This design comes from an exercise in tuning for small area, a short achievable clock period and few clock cycles on the open sky130 flow, not from production work.
The RTL was checked by simulation tests, not by an equivalence proof against the original design.
No activity file was given, so power comes from the tool's default toggle rates.

Design sic_engine, start of the top module:
module sic_engine (
    input  wire         clk,
    input  wire         rst,
    input  wire         cmd_valid,
    output wire         cmd_ready,
    input  wire [31:0]  cmd_word,
    input  wire [63:0]  cmd_opnd,
    input  wire [127:0] cmd_iv,
    input  wire [7:0]   cmd_iv_len,
    input  wire [63:0]  cmd_in_len,
    input  wire [63:0]  cmd_out_cap,
    output reg          done,
    output reg  [63:0]  result,
    output reg  [2:0]   err,
    input  wire         in_valid,
    output wire         in_ready,
    input  wire [7:0]   in_data,
    output wire         out_valid,
    input  wire         out_ready,
    output wire [7:0]   out_data,
    output wire         bc_req_valid,
    input  wire         bc_req_ready,
    output reg  [1:0]   bc_req_op,
    output wire [127:0] bc_req_block,
    input  wire         bc_rsp_valid,
    input  wire         bc_rsp_err,
    input  wire [127:0] bc_rsp_data
);
    localparam [1:0] BC_PROCESS = 2'd0, BC_RESET = 2'd1, BC_INIT = 2'd2;
    localparam [2:0] E_OK = 3'd0, E_CONFIG = 3'd1, E_LENGTH = 3'd2,
                     E_COLLAB = 3'd3, E_ILLEGAL = 3'd4;
    localparam [3:0] OP_RESET = 4'h0, OP_INIT = 4'h1, OP_XBYTE = 4'h2,
                     OP_XBLOCK = 4'h3, OP_XRANGE = 4'h4, OP_SKIP = 4'h5,
                     OP_SEEK = 4'h6, OP_GETPOS = 4'h7;
    localparam [2:0] SU_INC  = 3'd0,    
                     SU_SKIP = 3'd1,    
                     SU_SEEK = 3'd2,    
                     SU_LDIV = 3'd3,    
                     SU_GPOS = 3'd4;    
  ...
Settings: LEC_CHECK=0, CAP_MARGIN=20, CORE_MARGIN=2, CORE_UTILIZATION=55, SLEW_MARGIN=20, TNS_END_PERCENT=0; clock period 10.0 ns.
standard.sh (not shown) runs the stock make flow with config.mk's settings and CLKGATE_MAP_FILE= SYNTH_SCRIPT=/design/flow/synth_recipe.tcl, a recipe that flattens the netlist after the stock synthesis.
==> flow/flow/run.sh <==
#!/bin/bash
# Own layout flow: the standard layout (standard.sh, standard synthesis
# unchanged), with a tighter setup-repair target for the resizer and the
# smallest buffer cell on the ports.  make's full output goes to
# standard_flow.log; each ORFS step keeps its own log under orfs/logs.
set -euo pipefail
cd "$(dirname "$0")/.."
bash standard.sh SETUP_SLACK_MARGIN=6.4 \
    'BUFFER_PORTS_ARGS=-buffer_cell sky130_fd_sc_hd__buf_1' \
    finish > standard_flow.log 2>&1
Testbench counts at the start, summed over its fixed seeds: cycles 76,932.
==> next run, changes <==
--- a/flow/flow/run.sh
+++ b/flow/flow/run.sh
@@ -7,3 +7,3 @@
 cd "$(dirname "$0")/.."
-bash standard.sh SETUP_SLACK_MARGIN=6.4 \
+bash standard.sh SETUP_SLACK_MARGIN=6.2 \
     'BUFFER_PORTS_ARGS=-buffer_cell sky130_fd_sc_hd__buf_1' \
- CORE_UTILIZATION: 55 -> 60
Result: The changed run finished but failed the layout checks on antenna violations. First-iteration DRC count is higher by about 45%. Power stays flat. Setup slack degrades by 0.99 ns. Die area shrinks by about 8%. Global-route usage came out higher by 4.7 points. Fmax came out lower by 20%. Routed wire length increases by about 10%. Register-to-register slack degrades by 0.99 ns.
==> next run, changes <==
--- a/flow/flow/run.sh
+++ b/flow/flow/run.sh
@@ -7,3 +7,3 @@
 cd "$(dirname "$0")/.."
-bash standard.sh SETUP_SLACK_MARGIN=6.2 \
+bash standard.sh SETUP_SLACK_MARGIN=6.6 \
     'BUFFER_PORTS_ARGS=-buffer_cell sky130_fd_sc_hd__buf_1' \
- CORE_UTILIZATION: 60 -> 55
Outcome: The changed run produced a clean layout. Cell area goes up by 1.7%. Utilization goes down by 5.1 points. Worst setup slack is better by 0.99 ns. Final cell count goes up by 1.1%. Power is about the same. Routed wire length goes down by 8.9%. Clock-buffer cell count goes down by 10.
==> next run, changes <==
--- a/flow/flow/run.sh
+++ b/flow/flow/run.sh
@@ -7,3 +7,3 @@
 cd "$(dirname "$0")/.."
-bash standard.sh SETUP_SLACK_MARGIN=6.6 \
+bash standard.sh SETUP_SLACK_MARGIN=6.3 \
     'BUFFER_PORTS_ARGS=-buffer_cell sky130_fd_sc_hd__buf_1' \
- CORE_UTILIZATION: 55 -> 65
Effect: Die area falls by 15%; wire length rises by about 11%; clock skew rises by 0.023 ns.
==> next run, changes <==
--- a/flow/flow/run.sh
+++ b/flow/flow/run.sh
@@ -7,3 +7,3 @@
 cd "$(dirname "$0")/.."
-bash standard.sh SETUP_SLACK_MARGIN=6.3 \
+bash standard.sh SETUP_SLACK_MARGIN=6.6 \
     'BUFFER_PORTS_ARGS=-buffer_cell sky130_fd_sc_hd__buf_1' \
- CTS_CLUSTER_DIAMETER: default -> 80
- CTS_CLUSTER_SIZE: default -> 22
What happened: The new run ran to the end with violations: max-capacitance violations, max-slew violations. Wire length goes up by a few percent. Final area stays flat. Worst hold slack improved by 0.0095 ns. Register-to-register slack got worse by 0.61 ns. Synthesized cell count does not change. Die area stays the same. Via count goes up slightly. Setup slack got worse by 0.61 ns.

## afterwards: timing with drivers on the ports
The results above use ideal ports. As a check the final layouts listed here were re-extracted and re-timed, cells and wires unchanged.
Step 1: set_driving_cell puts a clkbuf_16 on clk and a buf_2 on each other input, an assumption about the parent block.
Step 2 times the ports against the registers' clock, not the clock port: input delays grow and output delays shrink by t, the midpoint of the rising clock arrivals with the driver on.
Slacks: ideal / step 1 / step 2; pairs: ideal / step 1.
run	t, ns	slack for setup (ns)	hold WS [ns]	clock arrival spread, ns	cell pins on the clock port's net
the first run	0.665	6.095 / 6.095 / 5.456	0.477 / 0.477 / 0.477	0.030 / 0.029	1
the second run	0.696	5.107 / 5.107 / 5.107	0.466 / 0.466 / 0.466	0.041 / 0.041	1
the third run	0.665	6.095 / 6.095 / 5.456	0.477 / 0.477 / 0.477	0.030 / 0.029	1
the fourth run	0.685	5.533 / 5.533 / 5.245	0.463 / 0.463 / 0.463	0.066 / 0.067	1
the fifth run	0.692	4.921 / 4.921 / 4.921	0.472 / 0.472 / 0.472	0.069 / 0.069	1
